Source: an optimization exercise on an open RTL-to-GDS flow (aim: small area, a short achievable clock period and few clock cycles per item). Production flows keep margins and buffers that such runs may drop.
The RTL was checked by simulation tests, not by an equivalence proof against the original design.

==> run a <==
==> flow/design.v (excerpt) <==
module lorenc_ks (
    input  wire        clk,
    input  wire        rst,
    input  wire        load,
    input  wire [63:0] pos0_in,
    input  wire [63:0] pos1_in,
    input  wire [63:0] pos2_in,
    input  wire [5:0]  mix_in,      
    input  wire [5:0]  tap_in,      
    input  wire        in_valid,
    output wire        in_ready,
    input  wire [7:0]  in_byte,
    input  wire        in_dec,
    output reg         out_valid,
    output reg  [7:0]  out_byte,
    output reg  [9:0]  out_digit,
    output reg         out_nx
);
make LEC_CHECK=0 CAP_MARGIN=60 CORE_MARGIN=2 CORE_UTILIZATION=50 PLACE_DENSITY=0.65 SLEW_MARGIN=60 finish   # period 30.0 ns
run.sh (not shown) runs the stock make flow with config.mk's settings and CLKGATE_MAP_FILE= SYNTH_SCRIPT=/design/flow/synth_recipe.tcl, a recipe that flattens the netlist after the stock synthesis.
==> run b: changes against run a <==
--- a/flow/design.v
+++ b/flow/design.v
@@ -1,13 +1,14 @@
 module fp64_mul (
     input  wire        clk,
     input  wire        kill,
     input  wire [63:0] a,
     input  wire        ah,       
+    input  wire [80:0] aenc,     
     input  wire [63:0] b,
     input  wire        bh,       
     output reg  [63:0] y,
     output wire        yh,       
     output wire        frz
 );
     wire        a_sgn = a[63], b_sgn = b[63];
     wire [10:0] a_exp = a[62:52], b_exp = b[62:52];
@@ -19,17 +20,17 @@
     wire a_zero = !ah && (a_frc == 0);
     wire b_zero = !bh && (b_frc == 0);
     wire [52:0] ma = {ah, a_frc};
     wire [52:0] mb = {bh, b_frc};
     wire [11:0] esum = {1'b0, a_exp[10:1], a_exp[0] | !ah} + {1'b0, b_exp[10:1], b_exp[0] | !bh};
     wire        spec = a_nan || b_nan || a_inf || b_inf || a_zero || b_zero;
     wire        rare = !spec && (!ah || !bh || (esum <= 12'd1024));
     wire [105:0] ps, pc;
-    fp64_mul_tree u_tree (.a(mb), .b(ma), .s(ps), .c(pc));
+    fp64_mul_tree u_tree (.a(mb), .benc(aenc), .s(ps), .c(pc));
     reg [105:0] s_r, c_r;
     reg [11:0]  e_r;
     reg         sgn_r, nan_r, inf_r, zero_r;
     reg         rare_r, done_r, res_r, stk_r, dn_r;
     wire [105:0] p = s_r + c_r;
     assign frz = rare_r && !done_r;
     always @(posedge clk) begin
         if (kill) begin
@@ -90,24 +91,37 @@
         else if (zero_r)
             y = {sgn_r, 63'd0};
         else if (ovf)
             y = {sgn_r, 11'h7ff, 52'd0};
         else
             y = {sgn_r, mag};
     end
 endmodule
+module fp64_booth_enc (
+    input  wire [52:0] b,
+    output wire [80:0] e
+);
+  wire [55:0] bx = {2'b00, b, 1'b0};
+  genvar i;
+  generate for (i = 0; i < 27; i = i + 1) begin : g_enc
+    wire b2 = bx[2*i+2], b1 = bx[2*i+1], b0 = bx[2*i];
+    assign e[i]      = b2 & ~(b1 & b0);
+    assign e[27 + i] = b1 ^ b0;
+    assign e[54 + i] = (~b2 & b1 & b0) | (b2 & ~b1 & ~b0);
+  end endgenerate
+endmodule
 module fp64_mul_tree (
     input  wire [52:0]  a,
-    input  wire [52:0]  b,
+    input  wire [80:0]  benc,
     output wire [105:0] s,
     output wire [105:0] c
 );
-  wire [55:0] bx = {2'b00, b, 1'b0};
-  wire [26:0] ng, nn, one, two;
+  wire [26:0] ng = benc[26:0], one = benc[53:27], two = benc[80:54];
+  wire [26:0] nn = ~ng;
   wire [53:0] pp0;
   wire [53:0] pp1;
   wire [53:0] pp2;
   wire [53:0] pp3;
   wire [53:0] pp4;
   wire [53:0] pp5;
   wire [53:0] pp6;
   wire [53:0] pp7;
@@ -126,24 +140,16 @@
   wire [53:0] pp20;
   wire [53:0] pp21;
   wire [53:0] pp22;
   wire [53:0] pp23;
   wire [53:0] pp24;
   wire [53:0] pp25;
   wire [53:0] pp26;
   wire [54:0] ax = {1'b0, a, 1'b0};
-  genvar i;
-  generate for (i = 0; i < 27; i = i + 1) begin : g_booth
-    wire b2 = bx[2*i+2], b1 = bx[2*i+1], b0 = bx[2*i];
-    assign ng[i]  = b2 & ~(b1 & b0);
-    assign nn[i]  = ~ng[i];
-    assign one[i] = b1 ^ b0;
-    assign two[i] = (~b2 & b1 & b0) | (b2 & ~b1 & ~b0);
-  end endgenerate
   assign pp0 = (({54{one[0]}} & ax[54:1]) | ({54{two[0]}} & ax[53:0])) ^ {54{ng[0]}};
   assign pp1 = (({54{one[1]}} & ax[54:1]) | ({54{two[1]}} & ax[53:0])) ^ {54{ng[1]}};
   assign pp2 = (({54{one[2]}} & ax[54:1]) | ({54{two[2]}} & ax[53:0])) ^ {54{ng[2]}};
   assign pp3 = (({54{one[3]}} & ax[54:1]) | ({54{two[3]}} & ax[53:0])) ^ {54{ng[3]}};
   assign pp4 = (({54{one[4]}} & ax[54:1]) | ({54{two[4]}} & ax[53:0])) ^ {54{ng[4]}};
   assign pp5 = (({54{one[5]}} & ax[54:1]) | ({54{two[5]}} & ax[53:0])) ^ {54{ng[5]}};
   assign pp6 = (({54{one[6]}} & ax[54:1]) | ({54{two[6]}} & ax[53:0])) ^ {54{ng[6]}};
   assign pp7 = (({54{one[7]}} & ax[54:1]) | ({54{two[7]}} & ax[53:0])) ^ {54{ng[7]}};
@@ -5806,34 +5812,33 @@
 );
     wire [12:0] dab   = {1'b0, a_e} - {1'b0, b_e};
     wire [12:0] dba   = {1'b0, b_e} - {1'b0, a_e};
     wire        swap  = !pr && dab[12];             
     wire        flip  = !pr && (a_e == b_e) && (b_m > a_m) && (a_s ^ b_s);
     wire [11:0] e_big = pr ? p_e : swap ? b_e : a_e;
     wire [52:0] m_big = swap ? b_m : a_m;
     wire [52:0] m_sml = swap ? a_m : b_m;
-    wire [5:0]  dab_c = (dab[11:6] != 0) ? 6'd63 : dab[5:0];
-    wire [5:0]  dba_c = (dba[11:6] != 0) ? 6'd63 : dba[5:0];
-    wire [5:0]  d_c   = pr ? 6'd3 : swap ? dba_c : dab_c;
+    wire [5:0]  d_c   = pr ? 6'd3 : swap ? dba[5:0] : dab[5:0];
+    wire        far   = !pr && ((swap ? dba[11:6] : dab[11:6]) != 6'd0);
     wire [55:0] ms_x  = {m_sml, 3'b000};
-    wire [55:0] ms_sh = ms_x >> d_c;
+    wire [55:0] ms_sh = far ? 56'd0 : (ms_x >> d_c);
     function [5:0] tzc;
         input [52:0] v;
         integer j;
         begin
             tzc = 6'd63;
             for (j = 52; j >= 0; j = j - 1)
                 if (v[j]) tzc = j[5:0];
         end
     endfunction
     wire [5:0]  tz_a  = tzc(a_m);
     wire [5:0]  tz_b  = tzc(b_m);
     wire [6:0]  tz_s  = {1'b0, swap ? tz_a : tz_b} + 7'd3;
-    wire        ms_lost = tz_s < {1'b0, d_c};
+    wire        ms_lost = far ? (m_sml != 53'd0) : (tz_s < {1'b0, d_c});
     wire [11:0] lmax  = e_big - 12'd1;
     reg  [56:0] mb1;
     reg  [56:0] ms1;
     reg  [11:0] e1;
     reg  [5:0]  lmax1;
     reg         sub1, sb1, nan1, inf1, infs1, pair1;
     always @(posedge clk) if (!hold) begin
         mb1   <= {1'b0, m_big, 3'b000} ^ {57{flip}};
@@ -5972,22 +5977,28 @@
     fp64_add u_add (
         .clk(clk),
         .a_s(a_s), .a_e(a_e), .a_m(a_m), .a_inf(a_inf), .a_nan(a_nan),
         .b_s(b_s), .b_e(b_e), .b_m(b_m), .b_inf(b_inf), .b_nan(b_nan),
         .pair(a_px32), .pr(a_px32 | a_px8n), .p_e(p_e), .hold(frz), .y(add_y), .yh(add_h)
     );
     wire [63:0] ma = ({64{m_px}} & px) | ({64{m_py}} & py) | ({64{m_pz}} & pz) | ({64{m_ra}} & ra);
     wire        mah = (m_px & pxh) | (m_py & pyh) | (m_pz & pzh) | (m_ra & rah);
+    wire [80:0] enc_x, enc_y, enc_z, enc_a;
+    fp64_booth_enc u_ex (.b({pxh, px[51:0]}), .e(enc_x));
+    fp64_booth_enc u_ey (.b({pyh, py[51:0]}), .e(enc_y));
+    fp64_booth_enc u_ez (.b({pzh, pz[51:0]}), .e(enc_z));
+    fp64_booth_enc u_ea (.b({rah, ra[51:0]}), .e(enc_a));
+    wire [80:0] maenc = ({81{m_px}} & enc_x) | ({81{m_py}} & enc_y) | ({81{m_pz}} & enc_z) | ({81{m_ra}} & enc_a);
     wire        mbh = mb_ext | mb_cy0 | mb_cz2 | mb_dt | (mb_px & pxh);
     wire [63:0] mb = ({64{mb_ext}} & EXT_SCALE) | ({64{mb_cy0}} & C_Y0) | ({64{mb_px}} & px)
                    | ({64{mb_cz2}} & C_Z2) | ({64{mb_dt}} & DT);
     wire [63:0] mul_y;
     wire        frz;     
-    fp64_mul u_mul (.clk(clk), .kill(rst | load), .a(ma), .ah(mah), .b(mb), .bh(mbh),
+    fp64_mul u_mul (.clk(clk), .kill(rst | load), .a(ma), .ah(mah), .aenc(maenc), .b(mb), .bh(mbh),
                     .y(mul_y), .yh(mul_h), .frz(frz));
     wire        p_sgn = rm[63];
     wire [10:0] p_exp = rm[62:52];
     wire        p_big = (p_exp >= 11'd1086);
     wire        p_oor = p_big && !(p_sgn && (p_exp == 11'd1086) && (rm[51:0] == 0));
     wire        p_in  = (p_exp >= 11'd1023) && !p_big;
     wire [5:0]  p_sh  = 6'd61 - p_exp[5:0];    
     wire [62:0] p_w   = {1'b1, rm[51:0], 10'd0} >> p_sh;
@@ -6030,17 +6041,20 @@
     reg        br_v;
     reg [7:0]  br_b;
     reg        br_d;
     wire [9:0] digit = {2'b00, e0} + {2'b00, e1} + {2'b00, e2};
     wire       nx    = o0 | o1 | o2;
     wire       push  = st[9] && !frz;
     wire       fire  = br_v && (qn != 2'd0);
     wire       take  = in_valid && in_ready;
-    assign in_ready = !br_v || (qn != 2'd0);
+    reg        ir;
+    assign in_ready = ir;
+    wire       br_vn = !rst && (take || (br_v && !fire));
+    wire [1:0] qn_n  = (rst || load) ? 2'd0 : qn + {1'b0, push} - {1'b0, fire};
     wire start = running && !frz && (ahead <= 2'd1) && (st[10:0] == 11'd0);
     wire [13:0] stn = rst ? 14'd0 : load ? 14'd1 : frz ? st : {st[12:0], start};
     reg  [10:0] stm;
     wire        startm = running && !frz && (ahead <= 2'd1) && (stm[10:0] == 11'd0);
     wire [10:0] stnm = rst ? 11'd0 : load ? 11'd1 : frz ? stm : {stm[9:0], startm};
     always @(posedge clk) begin
         a_px32 <= stn[0]; a_px8n <= stn[1]; a_px <= stn[9]; a_ra <= stn[3] | stn[4] | stn[6];
         a_rt <= stn[5]; a_py <= stn[11]; a_pz <= stn[10];
@@ -6084,20 +6098,22 @@
         out_digit <= q0[9:0];
         out_nx    <= q0[10];
         if (rst) begin
             st        <= 14'd0;
             running   <= 1'b0;
             ahead     <= 2'd0;
             qn        <= 2'd0;
             br_v      <= 1'b0;
+            ir        <= 1'b1;
             out_valid <= 1'b0;
         end else begin
             out_valid <= fire;
-            br_v      <= take || (br_v && !fire);
+            br_v      <= br_vn;
+            ir        <= !br_vn || (qn_n != 2'd0);
             st <= stn;
             if (load) begin
                 running <= 1'b1;
                 ahead   <= 2'd1;
                 qn      <= 2'd0;
             end else begin
                 ahead <= ahead + {1'b0, start} - {1'b0, fire};
                 qn    <= qn + {1'b0, push} - {1'b0, fire};
==> flow_metrics.py <==
metrics = {
    "layout": {
        "bufAreaShareNonClock_pct": 5.51,
        "nFillCells": 25900,
    },
    "yosys": {
        "synth_mux_area_share_pct": 5.25,
        "synthTopCellsByCount": "1667 x a22oi_1, 1644 x inv_1, 1305 x fa_1",
        "avgSynthCellArea_um2": 8.98,
    },
    "outcome": {
        "status": "no timing/DRC/antenna violations",
    },
    "floorplan": {
        "die-area_um2": 288000,
    },
    "global_routing": {
        "grt_use_met1_pct": 57.0,
        "use_met3_pct": 19.2,
    },
}
Source of the figures above: run a

==> flow_metrics.py <==
metrics = {
    "global_routing": {
        "use_met3_pct": 21.5,
        "grt_use_met1_pct": 57.3,
    },
    "layout": {
        "nFillCells": 26400,
        "bufAreaShareNonClock_pct": 5.77,
    },
    "sta": {
        "hold_viol_final": 0,
    },
    "clocking": {
        "clock-sinks": 987,
    },
    "hold_path": {
        "holdPathEnd": "out_digit[8]",
    },
    "outcome": {
        "status": "no timing/DRC/antenna violations",
    },
    "yosys": {
        "synth_mux_area_share_pct": 5.27,
        "synthTopCellsByCount": "1620 x inv_1, 1482 x xnor2_1, 1457 x nand2_1",
        "avgSynthCellArea_um2": 8.81,
    },
    "placement": {
        "post_dp_cell_area_um2": 155000,
    },
}
Source of the figures above: run b

Testbench counts of run a, summed over its fixed seeds: cycles 18,480, items 1,536.
Testbench counts of run b, summed over its fixed seeds: cycles 18,480, items 1,536.

-- static timing again, ports no longer ideal --
How much do the figures lean on ideal ports? The routed layouts below were timed once more, with nothing changed but the port constraints. Step 1, drivers: a clkbuf_16 drives clk and a buf_2 each remaining input, both assumed. Step 2 moves the port delays by t, midway between the first and last clock arrival at a register: inputs arrive t later, outputs are due t later. That takes back most of the time a late clock gives input paths. Slacks: ideal / step 1 / step 2; pairs: ideal / step 1.
run | shift t [ns] | setup WS [ns] | hold WS [ns] | worst setup path at the end | worst data-port slew with drivers (ns)
run a | 0.927 | 21.705 / 21.705 / 21.697 | 0.337 / 0.337 / 0.337 | input to register | 0.22
run b | 0.927 | 21.772 / 21.772 / 21.458 | 0.341 / 0.341 / 0.341 | input to register | 0.10
After both steps setup and hold are still met in every run listed. For run b, which loses most, drivers alone change the setup slack by 0.000 ns; drivers and shift together by -0.314 ns.
